Context: an optimization exercise on an open-source flow, tuned for a short achievable clock period and few clock cycles. The choices shown serve that exercise and are no tape-out recipe. Only simulation tests tie the RTL to the original design; equivalence was not proved.

Setup of run 1:
==> flow/design.v (excerpt) <==
module crc32_engine (
    input  wire        clk,
    input  wire        rst,
    input  wire        cmd_valid,
    output wire        cmd_ready,
    input  wire [7:0]  cmd,
    input  wire [31:0] din,
    output wire [31:0] dout,
    output wire        err
);
    localparam [31:0] X_INIT = 32'h9226F562;
    reg [31:0] x_q;       
    reg [31:0] y_q;       
    reg [31:0] w_q;       
    reg [2:0]  fold_q;    
    reg        rst_q;     
    reg        keep_q;    
    reg [31:0] dout_q;    
    reg        err_q;     
    reg        ready_q;   
    reg        rt_q;      
    reg [7:0]  idx_q;     
    wire zhi     = ~cmd[7] & ~cmd[3] & ~cmd[2];
    wire zlo     = ~cmd[1] & ~cmd[0];
    wire full    = cmd[1] & cmd[0];
    wire op_upd  = zhi & ~cmd[6] &  cmd[5] &  cmd[4];
    wire op_init = zhi & ~cmd[6] & ~cmd[5] &  cmd[4] & zlo;
    wire op_load = zhi & ~cmd[6] &  cmd[5] & ~cmd[4] & zlo;
    wire op_xy   = zhi & ~cmd[6] & (cmd[5] | cmd[4]) & ((cmd[5] & cmd[4]) | zlo);
    wire op_rds  = zhi &  cmd[6] & ~cmd[5] & ~cmd[4] & zlo;
    wire op_fin  = zhi &  cmd[6] & ~cmd[5] &  cmd[4] & zlo;
    wire op_rdt  = zhi &  cmd[6] &  cmd[5] & ~cmd[4] & zlo;
    wire op_nop  = zhi & ~cmd[6] & ~cmd[5] & ~cmd[4] & zlo;
    wire legal   = op_xy | op_rds | op_fin | op_rdt | op_nop;
    wire acc     = cmd_valid & ready_q;
    wire upd     = acc & op_upd;
    wire x_set   = (acc & op_init) | rst_q;
    wire y_load  = acc & op_load;
  ...
Size: about 1300 cells after synthesis, ~140 flip-flops, about 77 I/O pins.
==> flow/config.mk <==
export PLATFORM = sky130hd
export DESIGN_NAME = crc32_engine
export DESIGN_NICKNAME = crc32_engine
export VERILOG_FILES = /design/flow/design.v
export SDC_FILE = /design/flow/constraint.sdc
export NUM_CORES = 4
export LEC_CHECK = 0
export ABC_CLOCK_PERIOD_IN_PS = 1000
export CAP_MARGIN = 20
export CORE_MARGIN = 2
export CORE_UTILIZATION = 40
export PLACE_DENSITY = 0.7
export SETUP_SLACK_MARGIN = 4.3
export SLEW_MARGIN = 20
export TNS_END_PERCENT = 100
==> flow/constraint.sdc <==
create_clock -name core_clock -period 6.0 [get_ports {clk}]
set_input_delay 1.2000 -clock core_clock [delete_from_list [all_inputs] [get_ports {clk}]]
set_output_delay 1.2000 -clock core_clock [all_outputs]
set_load 0.01 [all_outputs]
standard.sh (not shown) runs the stock make flow with config.mk's settings and CLKGATE_MAP_FILE= SYNTH_SCRIPT=/design/flow/synth_recipe.tcl, a recipe that flattens the netlist after the stock synthesis.
==> flow/flow/run.sh <==
#!/bin/bash
# Standard layout (the standard.sh, which runs the standard synthesis
# script), with more slow cells kept out of synthesis and repair: three-input
# XORs, high-stack OR/NOR/AND-OR cells and the like. Registers are untouched
# (flip-flops are mapped before ABC and none of them is in the list).
set -euo pipefail
PL=$(cat flow/platform_dont_use.txt)
EXTRA=$(cat flow/extra_dont_use.txt)
bash standard.sh "DONT_USE_CELLS=$PL $EXTRA" finish > standard.log 2>&1
Other scripts of this flow, unchanged in this note and not shown: flow/flow/extra_dont_use.txt, flow/flow/platform_dont_use.txt
Testbench counts of run 1, summed over its fixed seeds: cycles 6,042.
The inputs of run 2 differ from those of run 1 as listed below.
Settings: SETUP_SLACK_MARGIN changed from 4.3 to 4.6.
### Flow results
- Compared with run 1, run 2 shows a non-clock buffer count that is 13% higher.
- Number of setup buffers added after CTS up 22 in run 2 wrt run 1
- Between run 1 and run 2, the cell count went up.
- In run 2, area added between synthesis and finish is higher than in run 1.
- Run 2 has completed all stages; timing, DRC and antenna checks passed.
Input-level comparison between run 3 and run 2:
Settings: SETUP_SLACK_MARGIN: 4.6 -> 4.3; PLACE_DENSITY: 0.7 -> unset.
- Register fraction of the total cell area across run 3 and run 2: no real change.
- Looking only at number of cells upsized or downsized after cts, and setting everything else aside, the lower value of run 3 and run 2 goes to run 2.
- Higher setup slack of the critical path after layout among run 3 and run 2: run 2
- The minimum clock period after layout of run 3 was inferior to that of run 2.
- Run comparison: run 3 start point of the critical path cmd[6]; run 2 start point of the critical path x_q[24]
- Run 3 vs run 2 on number of multi-input combinational cells in the layout: run 3 is the lower one.
- [run 3 vs run 2] period utilization: higher in run 3
- The higher area of all placed cells without fillers of run 3 and run 2 is in run 3.

== try-nickel ==
Another version of the RTL of crc32_engine (not shown whole).
For scale: about 1400 cells after synthesis, about 210 flip-flops, ~77 I/O pins.
Settings: LEC_CHECK=0, ABC_CLOCK_PERIOD_IN_PS=1000, CAP_MARGIN=20, CORE_MARGIN=2, CORE_UTILIZATION=40, SETUP_SLACK_MARGIN=5.0, SLEW_MARGIN=20, TNS_END_PERCENT=100; clock period 6.0 ns.
Scripts as last shown in full above: flow/flow/run.sh
Other scripts of this flow, unchanged in this note and not shown: flow/flow/extra_dont_use.txt, flow/flow/platform_dont_use.txt
Testbench counts of try-nickel, summed over its fixed seeds: cycles 6,042.
What try-yarrow does differently from try-nickel at the input level:
--- a/flow/config.mk
+++ b/flow/config.mk
@@ -9,5 +9,5 @@
 export CAP_MARGIN = 20
 export CORE_MARGIN = 2
-export CORE_UTILIZATION = 40
+export CORE_UTILIZATION = 30
 export SETUP_SLACK_MARGIN = 5.0
 export SLEW_MARGIN = 20
[summary]
- try-yarrow: done, clean on timing, DRC and antenna
- Compared to try-nickel, try-yarrow has number of antenna violations at the first check in global routing 1 higher.
- In try-yarrow relative to try-nickel, area inside the core boundary had gone up by more than a quarter.
- In the final design statistics, try-yarrow uses more standard cells in total than try-nickel.
- Summary of try-yarrow over try-nickel: count of clock-buffer cells in the layout increased by 1 relative to the old numbers; worst hold slack closely matched the old numbers; number of buffers other than clock buffers in the final layout increased by about 18% relative to the old numbers; number of nets in the final layout increased by 65 relative to the old numbers.
- The wire length in try-yarrow is 1.11 times that in try-nickel.
Setup changes, try-yarrow to try-fjord
--- a/flow/config.mk
+++ b/flow/config.mk
@@ -7,8 +7,8 @@
 export LEC_CHECK = 0
 export ABC_CLOCK_PERIOD_IN_PS = 1000
-export CAP_MARGIN = 20
+export CAP_MARGIN = 10
 export CORE_MARGIN = 2
-export CORE_UTILIZATION = 30
+export CORE_UTILIZATION = 40
 export SETUP_SLACK_MARGIN = 5.0
-export SLEW_MARGIN = 20
+export SLEW_MARGIN = 10
 export TNS_END_PERCENT = 100
--- outcome ---
No run among try-fjord and try-yarrow stopped early or left any final violation; all are clean.
try-yarrow reports its start point of the critical path as x_q[29] while try-fjord reports x_q[3].
Compared to try-yarrow, try-fjord has data required time of the critical path 0.05 ns lower.
Between try-fjord and try-yarrow, the worst hold slack does not differ in any meaningful way.
Row count of clock-buffer cells in the layout: try-fjord lower / try-yarrow higher
Modified inputs, try-ember compared to try-fjord
--- a/flow/config.mk
+++ b/flow/config.mk
@@ -7,8 +7,8 @@
 export LEC_CHECK = 0
 export ABC_CLOCK_PERIOD_IN_PS = 1000
-export CAP_MARGIN = 10
+export CAP_MARGIN = 20
 export CORE_MARGIN = 2
-export CORE_UTILIZATION = 40
-export SETUP_SLACK_MARGIN = 5.0
-export SLEW_MARGIN = 10
+export CORE_UTILIZATION = 35
+export SETUP_SLACK_MARGIN = 4.6
+export SLEW_MARGIN = 20
 export TNS_END_PERCENT = 100
### Flow results
Measured against each other, try-fjord and try-ember differ in wire length of the first global-routing pass, the lower figure coming from try-fjord. Re global-route usage: try-fjord and try-ember aren't equal, and the higher value belongs to try-fjord. [compare] base=try-fjord new=try-ember: count of clock buffers in the final design rose by 7, sequential fraction of total cell area fell by 0.66 points, wire length rose by 3400 um, post-route clock period utilization rose by 2.1 points. try-ember — minimum setup slack after placement 0.086 ns lower, try-fjord as reference. Setup slack, try-fjord and try-ember: lower on try-ember. Number of well taps was higher in try-ember than in try-fjord.

re-timing with driven ports:
How much do the figures lean on ideal ports? The routed layouts below were timed once more, with nothing changed but the port constraints. Step 1, drivers: a clkbuf_16 drives clk and a buf_2 each remaining input, both assumed. Step 2 moves the port delays by t, midway between the first and last clock arrival at a register: inputs arrive t later, outputs are due t later. That takes back most of the time a late clock gives input paths. Slacks: ideal ports / drivers / drivers and shift; pairs: ideal ports / drivers.
run | shift t [ns] | slack for setup (ns) | hold WS [ns]
run 1 | 0.481 | 3.636 / 3.633 / 3.152 | 0.497 / 0.497 / 0.497
run 2 | 0.507 | 3.629 / 3.629 / 3.164 | 0.513 / 0.513 / 0.513
run 3 | 0.505 | 3.573 / 3.589 / 3.084 | 0.503 / 0.503 / 0.503
try-nickel | 0.581 | 3.756 / 3.734 / 3.195 | 0.379 / 0.379 / 0.379
try-yarrow | 0.615 | 3.601 / 3.601 / 3.221 | 0.380 / 0.380 / 0.380
try-fjord | 0.581 | 3.756 / 3.734 / 3.195 | 0.379 / 0.379 / 0.379
try-ember | 0.594 | 3.628 / 3.628 / 3.049 | 0.387 / 0.387 / 0.387
After both steps every run listed still meets setup and hold. The setup slack of try-ember, which loses most, moves by 0.000 ns with the drivers and by -0.579 ns with both steps.
